Context: an optimization exercise on an open-source flow, tuned for small area, a short achievable clock period and few clock cycles per item. The choices shown serve that exercise and are no tape-out recipe. Function was not checked in any run shown here: the RTL went through the layout flow alone.

==> flow/design.v <==
module map_unit (
    input  wire        clk,
    input  wire        rst,
    input  wire        in_valid,
    output reg         in_ready,
    input  wire [15:0] isize,     
    input  wire [15:0] osize,     
    output reg         out_valid,
    output reg  [15:0] out_idx,
    output reg  [15:0] out_fnum,
    output reg         out_last,
    output reg         out_err
);
    reg         busy;           
    reg         div;            
    reg         dv;             
    wire        p2 = dv & ~div;             
    reg         b;              
    reg  [15:0] q;              
    reg  [15:0] r;              
    reg  [15:0] nd;             
    reg  [15:0] cnt;            
    function [31:0] skl16;
        input [15:0] a, bb;
        reg   [15:0] g, p;
        integer l, j, m;
        begin
            g = a & bb;
            p = a ^ bb;
            for (l = 0; l < 4; l = l + 1)
                for (j = 0; j < 16; j = j + 1)
                    if ((j >> l) & 1) begin
                        m = ((j >> l) << l) - 1;
                        g[j] = g[j] | (p[j] & g[m]);
                        p[j] = p[j] & p[m];
                    end
            skl16 = {g, p};
        end
    endfunction
    wire [16:0] x   = {dv ? out_fnum[15:8] : {1'b0, out_fnum[15:9]},
                       dv ? {out_fnum[7:0], b} : out_fnum[8:0]};
    wire [17:0] t   = {1'b0, x} + {2'b01, nd} + 18'd1;    
    wire        c   = t[17];                              
    wire [31:0] sgp = skl16(out_fnum, r);
    wire [15:0] s   = (out_fnum ^ r) ^ {sgp[30:16], 1'b0};
    wire [15:0] z   = {dv ? x[15:8] : s[15:8], dv ? x[7:0] : s[7:0]};
    wire [15:0] fn  = c ? t[15:0] : z;
    wire [31:0] igp = skl16(out_idx, q);
    wire [15:0] ipx = out_idx ^ q;
    wire [15:0] ix0 = ipx ^ {igp[30:16], 1'b0};
    wire [15:0] ix1 = ipx ^ {igp[30:16] | igp[14:0], 1'b1};
    wire [15:0] ix  = c ? ix1 : ix0;           
    wire [15:0] above;                         
    assign above[15] = 1'b0;
    genvar k;
    generate
        for (k = 14; k >= 0; k = k - 1) begin : g_above
            assign above[k] = above[k+1] | r[k+1];
        end
    endgenerate
    wire [15:0] ptr = r & ~above;
    wire        bn  = |(q & {1'b0, ptr[15:1]});      
    wire        div_done = ~|r[15:1];
    wire        last_next = (cnt == 16'd2);
    reg  [15:0] cdec;
    reg         zb;
    integer m;
    always @(*) begin
        zb = 1'b1;
        for (m = 0; m < 16; m = m + 1) begin
            cdec[m] = cnt[m] ^ zb;
            zb      = zb & ~cnt[m];
        end
    end
    wire        in_zero = (isize == 16'd0) || (osize == 16'd0);
    wire        in_last = in_zero || (osize[15:1] == 15'd0);
    always @(posedge clk) begin
        if (rst) begin
            busy      <= 1'b0;
            in_ready  <= 1'b1;
            div       <= 1'b0;
            dv        <= 1'b0;
            out_valid <= 1'b0;
        end else if (!busy) begin
            out_valid <= in_valid;
            busy      <= in_valid;
            in_ready  <= ~in_valid;
            div       <= 1'b1;
            dv        <= 1'b1;
        end else if (div) begin
            out_valid <= div_done & ~out_last;
            if (out_last) begin
                busy     <= 1'b0;
                in_ready <= 1'b1;
                div      <= 1'b0;
                dv       <= 1'b0;
            end else if (div_done) begin
                div      <= 1'b0;
                dv       <= ~last_next;
                busy     <= ~last_next;
                in_ready <= last_next;
            end
        end else begin
            out_valid <= 1'b1;
            dv        <= 1'b0;
            busy      <= ~last_next;
            in_ready  <= last_next;
        end
    end
    integer i;
    always @(posedge clk) begin
        if (!busy) begin
            out_idx  <= 16'd0;
            out_fnum <= 16'd0;
            out_last <= in_last;
            out_err  <= in_zero;
            b        <= 1'b1;              
            q        <= isize;
            r        <= isize;
            nd       <= ~osize;
            cnt      <= osize;
        end else if (div) begin
            for (i = 0; i < 16; i = i + 1)
                if (ptr[i]) begin
                    q[i]       <= c;
                    out_idx[i] <= c;
                end
            b        <= bn;
            r        <= div_done ? nd : {1'b0, r[15:1]};
            out_fnum <= fn;
            if (div_done) begin
                out_last <= last_next;
                cnt      <= cdec;
            end
        end else begin
            out_idx  <= ix;
            out_fnum <= fn;
            out_last <= last_next;
            cnt      <= cdec;
            if (p2) begin
                r  <= out_fnum;
                nd <= s;
            end
        end
    end
endmodule
==> flow/flow/run.sh <==
#!/bin/bash
set -euo pipefail
MARGIN=7
BUFCELL=sky130_fd_sc_hd__buf_2
sed -e 's/ SETUP_SLACK_MARGIN=[0-9.]*//' \
    -e "s/\"\${@:-finish}\"/SETUP_SLACK_MARGIN=$MARGIN BUFFER_PORTS_ARGS='-buffer_cell $BUFCELL' &/" \
    standard.sh > standard_margin.sh
bash standard_margin.sh > standard.log 2>&1
==> flow/standard.sh <==
#!/bin/bash
# synth_recipe.tcl (not shown) runs the flow's synth.tcl, then flattens the netlist and writes it again
# the make line also repeats each setting of config.mk as NAME=value (left out here)
make -C /OpenROAD-flow-scripts/flow DESIGN_CONFIG=/design/flow/config.mk WORK_HOME=/design/flow/orfs CLKGATE_MAP_FILE= SYNTH_SCRIPT=/design/flow/synth_recipe.tcl "${@:-finish}"
==> flow/config.mk <==
export PLATFORM = sky130hd
export DESIGN_NAME = map_unit
export DESIGN_NICKNAME = map_unit
export VERILOG_FILES = /design/flow/design.v
export SDC_FILE = /design/flow/constraint.sdc
export NUM_CORES = 4
export LEC_CHECK = 0
export CAP_MARGIN = 20
export CORE_MARGIN = 2
export CORE_UTILIZATION = 40
export SLEW_MARGIN = 20
==> flow/constraint.sdc <==
create_clock -name core_clock -period 10.0 [get_ports {clk}]
set_input_delay 2.0000 -clock core_clock [delete_from_list [all_inputs] [get_ports {clk}]]
set_output_delay 2.0000 -clock core_clock [all_outputs]
set_load 0.01 [all_outputs]
==> impl_results.md, run 1 <==
* Status: no timing/DRC/antenna violations
* Multi-input logic area at 0.00480 mm²
* Top_reg_cell synth: edfxtp_1
* Setup tns final at 0 ns
* Syn Nets at 919
* Post-Syn Area at 0.00734 mm²
* Pre-Repair DR Iteration Count at 5
* Post-synth ARST share at 0%
* H-tree depth at 3
* Vias post-DR at 6757
* CTS tree: done
* IO Pins at 71
* Syn_area_per_cell at 8.98 µm²
* GRT Util Overall at 22.7%
* Layout cells sized above 1 at 25.6%
* Sequential Area at 0.00277 mm²
* CTS Buffer Depth at 2
* Final min period at 3.09 ns
* Max Freq at 323 MHz
* CP arrival at 3.18 ns
* Kind of critical path: register to register
* Total grt overflow at 0
* Netlist cell types at 65
* Chip height at 140 µm
* Detail Route Antenna Nets at 0
* Worst Clk Skew at 0.0101 ns
* CORE AREA at 0.0180 mm²
* Worst Path Max Fanout at 2
* Largest net degree at the start of global routing at 75
* Worst EP required at 10.09 ns
* Crit-path slowest cell: edfxtp_1
* First-pass GRT wire length at 34800 µm
* # diodes at 0
* Clock sink count at 104
* Final WL at 22900 µm
* Cell mode on critical path: ha_4
* Number of global-route vias before repair at 6413
* Clk latency of the worst-skew pair at 0.37 ns
* Port-buffer cells at 70
* Max Transition Viols Final at 0
* Die ar. at 0.0195 mm²
* Period utilisation layout at 30.9%
* Synth warn at 1
* Post-synth top area share at 27.0%
* Post-DP HPWL at 15600 µm
* Layout area overhead at 24.9%
* Startpoint types: register
* Root Driver: clkbuf_16
* Initial Utilization at 40.9%
* Residual DRC at 0
* Filler Cell Count at 1689
* Final Hold Vio Count at 0
* Final #Nets at 1014
* Slew HR at 46.0%
* Worst hold path type: register to register
* RSZ-0062 raised after global routing: yes
* Initial antenna violation count at 0
* Syn Inst Count at 818
* Crit-path cells: inv_1 > ha_4 > ha_4 > ha_4 > ha_4 > ha_4 > ha_4 > ha_4 > ha_4 > ha_4 > ha_4 > ha_4 > ha_4 > ha_4 > ha_4 > xnor2_2 > a21oi_1
* Top post-synthesis cells by area: edfxtp_1 (27%), ha_1 (10%), dfxtp_1 (10%)
* Crit-path max cell delay at 0.36 ns
* Post-synthesis sequential area ratio at 37.3%
* Num CTS Buffers at 9
* Post-synthesis cell type with the largest combined area: edfxtp_1
* Reg clk slew, reported paths at 0.07 ns
* WL/cell at 20.0 µm
* Most common cell in the synthesized netlist: nand2_1
* Vias per std cell at 5.89
* Cts hold-fix bufs at 0
* Synth cell count leaders: nand2_1 (76), o21ai_0 (70), edfxtp_1 (66)
* Slew @ Worst Pin at 0.810 ns
* Post-synth EDFFs at 66
* Final setup fails at 0
* GP Congestion at 0.898
* # Max-Cap Violations at 0
* FP Rows at 49
* Synth Register Bits at 104
* DIE WIDTH at 140 µm
* Worst Setup End Kind: register
* DRT iter0 DRCs at 538
[cells in the final DEF, fill, tap and decap left out, types with 22 or more instances in the layout]
cell,count
nand2_1,71
dfxtp_1,23
nor2_1,60
edfxtp_1,66
ha_1,38
o21a_1,22
a21oi_1,56
xnor2_1,22
buf_4,47
o21ai_0,60
buf_2,70
inv_1,44
[kinds of logic (layout without fill, tap and decap cells)]
logic type,count (synthesis),after routing,share of synthesized area [%]
AO/OA/AOI/OAI,270,271,23.8
XOR/XNOR,33,33,3.94
adder cells (fa/ha/maj),66,66,11.8
buffers and inverters,88,187,4.75
flip-flops,104,104,37.3
multiplexers,21,21,2.98
AND/OR/NAND/NOR,236,236,15.4
[critical path: cells and delay by family, from the launching register on]
kind | cells | cell delay [ns]
buffers and inverters | 1 | 0.07
flip-flops | 1 | 0.36
AO/OA/AOI/OAI | 1 | 0.08
XOR/XNOR | 1 | 0.13
adder cells (fa/ha/maj) | 14 | 2.17
[stage by stage]
step,utilization [%],setup WS (ns),cell area [µm²],hold slack (ns),std cells
floorplan,-,7.00,7450,0.460,818
finish,51.1,6.91,9180,0.486,1147
CTS,48.5,6.88,8720,0.490,1124
global placement,44.4,5.86,7980,0.462,1084
global route,51.1,6.82,9180,0.518,1147
detailed placement,44.4,5.79,7980,0.479,1084
[final timing paths]
| check | start | end | slack (ns) | cells past startpoint |
|---|---|---|---|---|
| worst max register to register | cnt[1] | cnt[15] | 6.91 | 17 |
| worst max-delay path | cnt[1] | cnt[15] | 6.91 | 17 |
| worst min register to register | in_ready | in_ready | 0.49 | 2 |
| worst min-delay path | in_ready | in_ready | 0.49 | 2 |
[area by class of cell]
cell class	instances	area share, %
tap	229	3.12
clock buffer	10	2.50
clock inverter	6	0.914
inverter	48	2.00
multi-input combinational	627	52.3
timing repair buffer	123	9.04
sequential	104	30.2
[sequential cells by signal, summed over array words and instances, names as in the netlist]
signal and flops:
busy 1, r 16, nd 16, cnt 16
out_idx 16, out_last 1, out_fnum 16, in_ready 1
out_valid 1, div 1, q 16, out_err 1
b 1, dv 1
[layer usage]
metal | vias to the layer above | global-route usage, % | part of all wire [%]
met1 | 3238 | 31.7 | 46
met5 | - | 0 | 0
met2 | 221 | 36.3 | 46
met3 | 44 | 3.79 | 5.4
li1 | 3254 | - | -
met4 | 0 | 6.54 | 2.5
[what timing repair did]
item                                    in CTS  in global routing
endpoints found under the setup margin      80                 83
resized for setup                           53                 49
pin swaps                                   19                 23
setup buffers                               24                 19
cloned                                       0                  4
==> inputs of run 2 (changes only) <==
==> flow/design.v (replaced) <==
module map_unit (
    input  wire        clk,
    input  wire        rst,
    input  wire        in_valid,
    output reg         in_ready,
    input  wire [15:0] isize,     
    input  wire [15:0] osize,     
    output reg         out_valid,
    output reg  [15:0] out_idx,
    output reg  [15:0] out_fnum,
    output reg         out_last,
    output reg         out_err
);
    reg         busy;           
    reg         div;            
    reg         p2;             
    reg         dvl, dvh;       
    reg         first;          
    reg         big;            
    reg  [3:0]  step;           
    reg  [15:0] q;              
    reg  [15:0] r;              
    reg  [15:0] nd;             
    reg  [15:0] cnt;            
    function [31:0] skl16;
        input [15:0] a, bb;
        reg   [15:0] g, p;
        integer l, j, m;
        begin
            g = a & bb;
            p = a ^ bb;
            for (l = 0; l < 4; l = l + 1)
                for (j = 0; j < 16; j = j + 1)
                    if ((j >> l) & 1) begin
                        m = ((j >> l) << l) - 1;
                        g[j] = g[j] | (p[j] & g[m]);
                        p[j] = p[j] & p[m];
                    end
            skl16 = {g, p};
        end
    endfunction
    wire [16:0] x   = {dvh ? out_fnum[15:8] : {1'b0, out_fnum[15:9]},
                       dvl ? {out_fnum[7:0], div & q[15]} : out_fnum[8:0]};
    wire [17:0] t   = {1'b0, x} + {2'b01, nd} + 18'd1;    
    wire        c   = t[17];                              
    wire [31:0] sgp = skl16(out_fnum, r);
    wire [15:0] s   = (out_fnum ^ r) ^ {sgp[30:16], 1'b0};
    wire [15:0] z   = {dvh ? x[15:8] : s[15:8], dvl ? x[7:0] : s[7:0]};
    wire [15:0] fn  = c ? t[15:0] : z;
    wire [31:0] igp = skl16(out_idx, q);
    wire [15:0] ipx = out_idx ^ q;
    wire [15:0] ix0 = ipx ^ {igp[30:16], 1'b0};
    wire [15:0] ix1 = ipx ^ {igp[30:16] | igp[14:0], 1'b1};
    wire [15:0] ix  = c ? ix1 : ix0;           
    wire        skip = first & big & (step >= 4'd5);    
    wire        div_done = ~skip & (step == 4'd0);
    wire [15:0] qn  = {q[14:0], c};
    wire        last_next = (cnt == 16'd2);
    reg  [15:0] cdec;
    reg         zb;
    integer m;
    always @(*) begin
        zb = 1'b1;
        for (m = 0; m < 16; m = m + 1) begin
            cdec[m] = cnt[m] ^ zb;
            zb      = zb & ~cnt[m];
        end
    end
    wire        in_zero = (isize == 16'd0) || (osize == 16'd0);
    wire        in_last = in_zero || (osize[15:1] == 15'd0);
    wire        g12 = |isize[15:12];
    wire        g10 = |isize[15:10];
    wire        g8  = |isize[15:8];
    wire        g6  = |isize[15:6];
    wire        g4  = |isize[15:4];
    always @(posedge clk) begin
        if (rst) begin
            busy      <= 1'b0;
            in_ready  <= 1'b1;
            div       <= 1'b0;
            p2        <= 1'b0;
            dvl       <= 1'b0;
            dvh       <= 1'b0;
            out_valid <= 1'b0;
        end else if (!busy) begin
            out_valid <= in_valid;
            busy      <= in_valid;
            in_ready  <= ~in_valid;
            div       <= 1'b1;
            p2        <= 1'b0;
            dvl       <= 1'b1;
            dvh       <= 1'b1;
        end else if (div) begin
            out_valid <= div_done & ~out_last;
            if (out_last) begin
                busy     <= 1'b0;
                in_ready <= 1'b1;
                div      <= 1'b0;
                dvl      <= 1'b0;
                dvh      <= 1'b0;
            end else if (div_done) begin
                div      <= 1'b0;
                p2       <= ~last_next;
                dvl      <= ~last_next;
                dvh      <= ~last_next;
                busy     <= ~last_next;
                in_ready <= last_next;
            end
        end else begin
            out_valid <= 1'b1;
            p2        <= 1'b0;
            dvl       <= 1'b0;
            dvh       <= 1'b0;
            busy      <= ~last_next;
            in_ready  <= last_next;
        end
    end
    always @(posedge clk) begin
        if (!busy) begin
            out_idx  <= 16'd0;
            out_fnum <= 16'd0;
            out_last <= in_last;
            out_err  <= in_zero;
            first    <= 1'b1;
            big      <= |osize[15:4];
            q        <= g12 ? isize :
                        g10 ? {isize[11:0], 4'd0} :
                        g8  ? {isize[9:0], 6'd0} :
                        g6  ? {isize[7:0], 8'd0} :
                        g4  ? {isize[5:0], 10'd0} : {isize[3:0], 12'd0};
            step     <= g12 ? 4'd15 : g10 ? 4'd11 : g8 ? 4'd9 :
                        g6  ? 4'd7  : g4  ? 4'd5  : 4'd3;
            r        <= ~osize;
            nd       <= ~osize;
            cnt      <= osize;
        end else if (div) begin
            first    <= 1'b0;
            if (skip) begin
                step     <= step - 4'd4;
                q        <= {q[11:0], 4'd0};
                out_fnum <= {12'd0, q[15:12]};
            end else begin
                step     <= step - 4'd1;
                q        <= qn;
                out_idx  <= qn;
                out_fnum <= fn;
                if (div_done) begin
                    out_last <= last_next;
                    cnt      <= cdec;
                end
            end
        end else begin
            out_idx  <= ix;
            out_fnum <= fn;
            out_last <= last_next;
            cnt      <= cdec;
            if (p2) begin
                r  <= out_fnum;
                nd <= s;
            end
        end
    end
endmodule
==> impl_results.md, run 2 <==
* Post-synth ARST share at 0% (unchanged)
* Clk latency of the worst-skew pair at 0.37 ns (about the same)
* Commonest non-fill, non-tap cell in the layout: nand2_1
* Post-synth top area share at 27.7% (+0.68 points)
* Crit-path slowest cell: or4_4
* Most common cell in the synthesized netlist: nand2_1
* GP Congestion at 0.872 (-2.9%)
* Setup WS post-layout at 6.62 ns (-0.285 ns)
* DRT iter0 DRCs at 371 (-31%)
* CORE AREA at 0.0188 mm² (+4.8%)
* WL met1 at 9790 µm (-7.2%)
* Met2 wire length at 10500 µm (-0.37%)
* Setup slack, reg-to-reg at 6.87 ns (-0.04 ns)
* Worst R2R Path Depth at 17 (unchanged)
* Most frequent cells in the layout: nand2_1 (92), edfxtp_1 (71), a21oi_1 (68), buf_2 (68)
* Vias post-DR at 6758 (+0.015%)
* Reg clk slew, reported paths at 0.08 ns (about the same)
* DIE WIDTH at 143 µm (+2.4%)
* Final WL at 22200 µm (-3.4%)
* Worst EP required at 10.21 ns (+0.12 ns)
* Startpoint types: primary input
* Chip height at 143 µm (+2.4%)
* Post-synthesis cell type with the largest combined area: edfxtp_1
* WL/cell at 18.3 µm (-8.6%)
* Clock sink count at 110 (+5.8%)
* Synth Register Bits at 110 (+5.8%)
* Residual DRC at 0 (unchanged)
* Final #Nets at 1053 (+3.8%)
* Kind of critical path: primary input to register
* Synth cell count leaders: nand2_1 (96), a21oi_1 (73), edfxtp_1 (71)
* Highest metal layer with signal wires: met4
* Syn Inst Count at 857 (+4.8%)
* CP arrival at 3.59 ns (+0.41 ns)
* H-tree depth at 3 (unchanged)
* Filler Cell Count at 1798 (+6.5%)
* Worst Clk Skew at 0.0117 ns (+0.00159 ns)
* Worst hold path type: register to register
* Hold path endpoint: in_ready
* Netlist cell types at 72 (+11%)
* Initial antenna violation count at 0 (unchanged)
* Num CTS Buffers at 9 (unchanged)
* Final Hold Vio Count at 0 (unchanged)
* Syn_area_per_cell at 8.99 µm² (+0.15%)
* Status: no timing/DRC/antenna violations
* Sequential Area at 0.00292 mm² (+5.7%)
* Die ar. at 0.0204 mm² (+4.8%)
* Total grt overflow at 0 (unchanged)
* IO Pins at 71 (unchanged)
* Top post-synthesis cells by area: edfxtp_1 (28%), ha_1 (11%), dfxtp_1 (10%)
* DR WL met3 at 951 µm (-24%)
* Post-Syn Area at 0.00771 mm² (+4.9%)
* Syn Nets at 963 (+4.8%)
* Crit-path cells: buf_8 > or4_4 > nor3_4 > nand2_2 > nor2_4 > nand2_1 > a311oi_1 > a211oi_1 > a31oi_1
* CTS tree: done
* Vias per std cell at 5.58 (-5.3%)
* RSZ-0062 raised after global routing: yes
* Slew HR at 35.9% (-10 points)
* Largest net degree at the start of global routing at 53 (-29%)
* Number of global-route vias before repair at 6723 (+4.8%)
* FP Rows at 50 (+2.0%)
* Max Freq at 296 MHz (-8.4%)
* Max Transition Viols Final at 0 (unchanged)
* Crit Reg-Reg Endpoint: cnt[15]
* Port-buffer cells at 70 (unchanged)
* Final setup fails at 0 (unchanged)
* # diodes at 0 (unchanged)
* Hold WS at 0.461 ns (-0.0254 ns)
* Post-synthesis sequential area ratio at 37.8% (+0.46 points)
* Root Driver: clkbuf_16
* Post-synth EDFFs at 71 (+7.6%)
* Slew @ Worst Pin at 0.958 ns (+0.149 ns)
* GRT Util Overall at 22.5% (-0.18 points)
* # Max-Cap Violations at 0 (unchanged)
* Initial Utilization at 40.9% (about the same)
* Hold Path Cell Cnt at 2 (unchanged)
* Layout area overhead at 24.1%
* Post-DP HPWL at 15500 µm (-0.56%)
* Pre-Repair DR Iteration Count at 5 (unchanged)
* Multi-input logic area at 0.00497 mm² (+3.7%)
* CTS Buffer Depth at 2 (unchanged)
* Top_reg_cell synth: edfxtp_1
* Crit-path max cell delay at 0.56 ns (+0.20 ns)
* Hold wc startpoint: in_ready
* Place WS at 5.99 ns (+0.200 ns)
* Worst Path Max Fanout at 3 (+1)
* Period utilisation layout at 33.8% (+2.9 points)
* RR Startpoint: cnt[0]
* Layout cells sized above 1 at 25.2% (-0.39 points)
* Setup tns final at 0 ns (unchanged)
* Detail Route Antenna Nets at 0 (unchanged)
* Final min period at 3.38 ns (+0.285 ns)
* First-pass GRT wire length at 35700 µm (+2.6%)
* Worst Setup End Kind: register
* Synth warn at 1 (unchanged)
[run 2: changes by cell type after synthesis, moves of 6 or more]
cell	previous run	this run
nand2_1	76	96
nor2b_1	4	15
o21ai_0	70	44
a21oi_1	60	73
o21ai_1	0	6
nand4_1	11	2
nor2_1	62	55
inv_1	47	54
o21a_1	23	11
o2bb2ai_1	8	0
[run 2: kinds of logic (layout without fill, tap and decap cells)]
logic type,after synthesis,count (layout),synth area share [%]
AO/OA/AOI/OAI,273,273,23.8
XOR/XNOR,31,31,3.52
adder cells (fa/ha/maj),71,71,12.0
buffers and inverters,95,190,4.69
flip-flops,110,110,37.8
multiplexers,16,16,2.14
AND/OR/NAND/NOR,261,261,16.1
[run 2: worst max-delay path, delay by kind of cell]
kind / cells / cell delay (ns)
compound gates: 3 / 0.48
buf+inv: 1 / 0.09
simple gates: 5 / 1.03
[run 2: metrics by stage]
stage | instances | instance area (µm²) | utilization [%]
2_1_floorplan | 857 | 7970 | -
3_3_place_gp | 1155 | 8520 | 45.2
3_5_place_dp | 1155 | 8520 | 45.2
4_1_cts | 1201 | 9270 | 49.2
5_1_grt | 1212 | 9560 | 50.8
6_report | 1212 | 9560 | 50.8
[run 2: layout make-up]
type / instances / area share, %
repair buffers: 119 / 8.74
clock inverters: 6 / 0.537
flip-flops and latches: 110 / 30.6
inverters: 55 / 2.20
clock buffers: 10 / 2.50
well taps: 260 / 3.40
multi-input cells: 652 / 52.0
[run 2: how the worst max path moves through the flow]
| stage | from | to | slack [ns] | cells past startpoint |
|---|---|---|---|---|
| after floorplan | isize[12] | q[10] | 6.34 | 9 |
| after global placement | isize[12] | q[10] | 6.03 | 9 |
| after detailed placement | isize[12] | q[10] | 5.99 | 9 |
| after CTS | isize[14] | q[10] | 6.59 | 9 |
| after global routing | isize[14] | q[12] | 6.55 | 9 |
| final | isize[14] | q[10] | 6.62 | 9 |
[run 2: what timing repair did]
item / in CTS / in global routing
hold buffers: 0 / 0
pin swaps: 40 / 28
gates resized for setup: 59 / 44
cloned: 2 / 1
setup endpoints to repair: 58 / 66
buffers inserted: 28 / 10
[run 2: metal layers]
| metal | up-vias | GRT usage [%] |
|---|---|---|
| met4 | 0 | 9.48 |
| met5 | - | 0 |
| met3 | 40 | 5.06 |
| met2 | 144 | 37.2 |
| met1 | 3216 | 28.4 |
| li1 | 3358 | - |
==> inputs of run 3 (changes only) <==
==> flow/design.v (replaced) <==
module map_unit (
    input  wire        clk,
    input  wire        rst,
    input  wire        in_valid,
    output wire        in_ready,
    input  wire [15:0] isize,     
    input  wire [15:0] osize,     
    output reg         out_valid,
    output reg  [15:0] out_idx,
    output reg  [15:0] out_fnum,
    output reg         out_last,
    output reg         out_err
);
    localparam [1:0] S_IDLE = 2'd0,
                     S_MUL  = 2'd1,
                     S_DIV  = 2'd2;
    reg  [1:0]  state;
    reg  [15:0] in_r, out_r;
    reg  [15:0] o;             
    reg  [31:0] dividend;      
    reg  [16:0] rem;
    reg  [5:0]  cnt;
    assign in_ready = (state == S_IDLE);
    wire [16:0] trial = {rem[15:0], dividend[31]};
    wire        take  = (trial >= {1'b0, out_r});
    wire [16:0] rem_n = take ? (trial - {1'b0, out_r}) : trial;
    wire [31:0] quot  = {dividend[30:0], take};
    always @(posedge clk) begin
        if (rst) begin
            state     <= S_IDLE;
            out_valid <= 1'b0;
            out_idx   <= 16'd0;
            out_fnum  <= 16'd0;
            out_last  <= 1'b0;
            out_err   <= 1'b0;
        end else begin
            out_valid <= 1'b0;
            case (state)
                S_IDLE: begin
                    if (in_valid) begin
                        in_r  <= isize;
                        out_r <= osize;
                        o     <= 16'd0;
                        if (isize == 16'd0 || osize == 16'd0) begin
                            out_valid <= 1'b1;
                            out_idx   <= 16'd0;
                            out_fnum  <= 16'd0;
                            out_last  <= 1'b1;
                            out_err   <= 1'b1;
                        end else begin
                            state <= S_MUL;
                        end
                    end
                end
                S_MUL: begin
                    dividend <= o * in_r;
                    rem      <= 17'd0;
                    cnt      <= 6'd32;
                    state    <= S_DIV;
                end
                S_DIV: begin
                    rem      <= rem_n;
                    dividend <= quot;
                    cnt      <= cnt - 6'd1;
                    if (cnt == 6'd1) begin
                        out_valid <= 1'b1;
                        out_idx   <= quot[15:0];
                        out_fnum  <= rem_n[15:0];
                        out_last  <= (o == out_r - 16'd1);
                        out_err   <= 1'b0;
                        if (o == out_r - 16'd1) begin
                            state <= S_IDLE;
                        end else begin
                            o     <= o + 16'd1;
                            state <= S_MUL;
                        end
                    end
                end
                default: state <= S_IDLE;
            endcase
        end
    end
endmodule
==> flow/run.sh (new file) <==
#!/bin/bash
# synth_recipe.tcl (not shown) runs the flow's synth.tcl, then flattens the netlist and writes it again
# the make line also repeats each setting of config.mk as NAME=value (left out here)
make -C /OpenROAD-flow-scripts/flow DESIGN_CONFIG=/design/flow/config.mk WORK_HOME=/design/flow/orfs CLKGATE_MAP_FILE= SYNTH_SCRIPT=/design/flow/synth_recipe.tcl finish
removed: flow/flow/run.sh
removed: flow/standard.sh
==> impl_results.md, run 3 <==
* Final setup fails at 0 (unchanged)
* CTS Buffer Depth at 2 (unchanged)
* Clock sink count at 139 (+26%)
* Syn Inst Count at 1647 (+92%)
* DP Cell Count at 2168 (+88%)
* Synth warn at 1 (unchanged)
* Vias per std cell at 5.13 (-8.0%)
* First-pass GRT wire length at 64100 µm (+79%)
* WL/cell at 17.4 µm (-4.9%)
* Worst Path Max Fanout at 23 (+20)
* CTS tree: done
* Most frequent cells in the layout: inv_1 (258), nand2_1 (232), fa_1 (195)
* DIE WIDTH at 201 µm (+40%)
* Post-synth top area share at 25.3% (-2.4 points)
* Die ar. at 0.0402 mm² (+97%)
* Startpoint types: register
* Top post-synthesis cells by area: fa_1 (25%), edfxtp_1 (20%), ha_1 (10%)
* Syn Nets at 2005 (+110%)
* Non-Filler Instances at 2201 (+82%)
* # diodes at 0 (unchanged)
* Post-synth ARST share at 0% (unchanged)
* Port-buffer cells at 70 (unchanged)
* # Max-Cap Violations at 0 (unchanged)
* Netlist cell types at 75 (+4.2%)
* Top Family by Delay on Critical Path: adder cells
* Most flop-heavy register: dividend
* Worst Setup End Kind: register
* Residual DRC at 0 (unchanged)
* Synth cell count leaders: inv_1 (258), nand2_1 (232), fa_1 (195)
* Cell mode on critical path: fa_1
* Most common cell in the synthesized netlist: inv_1
* Max Transition Viols Final at 0 (unchanged)
* Pre-Repair DR Iteration Count at 5 (unchanged)
* Total grt overflow at 0 (unchanged)
* Post-CTS Setup Bufs at 0 (-100%)
* GP Congestion at 0.830 (-4.8%)
* Root Driver: clkbuf_16
* Reg clk slew, reported paths at 0.08 ns (about the same)
* Final WL at 38300 µm (+73%)
* Post-synthesis cell type with the largest combined area: fa_1
* Initial antenna violation count at 0 (unchanged)
* Setup tns final at 0 ns (unchanged)
* CP arrival at 7.08 ns (+3.49 ns)
* Commonest non-fill, non-tap cell in the layout: inv_1
* Post-CTS Resized at 0 (-100%)
* Finished Cell Area at 0.0173 mm² (+81%)
* Post-synthesis sequential area ratio at 24.6% (-13 points)
* Crit-path max cell delay at 0.93 ns (+0.37 ns)
* Slew @ Worst Pin at 1.02 ns (+0.0627 ns)
* Num CTS Buffers at 17 (+8)
* Vias post-DR at 11292 (+67%)
* Worst Clk Skew at 0.0140 ns (+0.00231 ns)
* Post-synth EDFFs at 102 (+44%)
* Cts hold-fix bufs at 0 (unchanged)
* CP Buf/Inv Count at 5 (+4)
* Worst hold path type: register to register
* Layout area overhead at 11.6%
* Post-DP HPWL at 28900 µm (+87%)
* Initial Utilization at 40.3% (-0.64 points)
* FP Rows at 72 (+44%)
* Number of global-route vias before repair at 11836 (+76%)
* Status: no timing/DRC/antenna violations
* Crit-path slowest cell: edfxtp_1
* Crit-path cells: nand2_1 > fa_1 > inv_1 > fa_1 > inv_1 > fa_1 > inv_1 > fa_1 > fa_1 > inv_1 > fa_1 > inv_1 > ha_1 > and4_1 > and2_1 > a221oi_1 > o31ai_1 > o221ai_1 > o311ai_1 > xnor2_1 > o21ai_1
* Clk latency of the worst-skew pair at 0.44 ns (+0.07 ns)
* Largest net degree at the start of global routing at 69 (+30%)
* Period utilisation layout at 69.2% (+35 points)
* Largest register FFs at 32
* Cell Area, Placed at 0.0166 mm² (+95%)
* Syn_area_per_cell at 9.39 µm² (+4.4%)
* IO Pins at 71 (unchanged)
* Final Hold Vio Count at 0 (unchanged)
* RSZ-0062 raised after global routing: no
* Max Freq at 144 MHz (-51%)
* DRT iter0 DRCs at 812 (+120%)
* Detail Route Antenna Nets at 0 (unchanged)
* Layout cells sized above 1 at 3.98% (-21 points)
* GRT Util Overall at 20.0% (-2.6 points)
* Worst EP required at 10.16 ns (-0.05 ns)
* Final #Nets at 2028 (+93%)
* Post-Syn Area at 0.0155 mm² (+100%)
* Kind of critical path: register to register
* Synth Register Bits at 139 (+26%)
* Final min period at 6.92 ns (+3.54 ns)
* Chip height at 201 µm (+40%)
* CORE AREA at 0.0384 mm² (+100%)
* H-tree depth at 4 (+1)
* Slew HR at 31.9% (-4.0 points)
* Top_reg_cell synth: edfxtp_1
run 3: tightest hold or removal path, stage by stage, from the launching register on:
cell,delay [ns]
dfxtp_1,0.31
nand2_1,0.05
nand2_1,0.04
run 3: kinds of logic after synthesis:
logic type	Yosys count	synth area share [%]
muxes	14	0.947
adders and majority gates	323	35.6
and+or+nand+nor	544	17.1
xor gates and xnor gates	72	4.20
AOI/OAI and AO/OA	219	9.24
DFF	139	24.6
buffers and inverters	336	8.26
run 3: layout make-up:
type,count,area (µm²)
clock inverter,15,189
clock buffer,17,425
fill,3730,21100
multi-input combinational,1172,10400
tap,518,648
timing repair buffer,81,803
inverter,259,972
sequential,139,3800
run 3: worst paths after layout:
kind / end / cells past startpoint / slack (ns) / start
max: dividend[28] / 21 / 3.08 / o[7]
min: out_fnum[13] / 2 / 0.44 / out_fnum[13]
max reg2reg: dividend[28] / 21 / 3.08 / o[7]
min reg2reg: out_fnum[13] / 2 / 0.44 / out_fnum[13]
run 3: stage by stage:
step	setup slack (ns)	hold WS (ns)	util [%]
after floorplan	3.65	0.463	-
after global placement	3.29	0.430	43.3
after detailed placement	3.16	0.435	43.3
after CTS	3.10	0.445	44.9
after global routing	2.58	0.477	45.0
final	3.08	0.443	45.0
run 3: routing by layer:
layer | share of wire, % | routed length (µm) | vias to the layer above | global-route usage [%]
met5 | 0 | 0 | - | 0
met4 | 2.3 | 867 | 0 | 5.50
met3 | 5.0 | 1900 | 33 | 2.78
met2 | 46 | 17500 | 275 | 31.8
met1 | 47 | 18100 | 5623 | 28.6
li1 | - | - | 5361 | -

[re-timing with driven ports]
The results above use ideal ports. As a check the final layouts listed here were re-extracted and re-timed, cells and wires unchanged. Step 1 sets driving cells, clkbuf_16 on the clock port and buf_2 on the other inputs (assumed; they add their load-dependent delay and slew). Step 2 adds t to the input delays and takes it off the output delays; t is the mean of the earliest and latest rising clock arrival at the registers after step 1. Input paths then give back, and output paths get back, about the clock's delay inside the block. Three values: ideal, step 1, step 2; two values: the first two.
run | t, ns | slack for setup (ns) | worst register clock-pin slew, ns | worst data-port slew with drivers (ns)
run 1 | 0.405 | 6.906 / 6.906 / 6.727 | 0.08 / 0.08 | 0.04
run 2 | 0.407 | 6.620 / 6.628 / 6.221 | 0.08 / 0.08 | 0.05
run 3 | 0.482 | 3.079 / 3.079 / 3.079 | 0.08 / 0.08 | 0.04
After both steps every run listed still meets setup and hold. For run 2, which loses most, drivers alone change the setup slack by +0.008 ns; drivers and shift together by -0.399 ns.
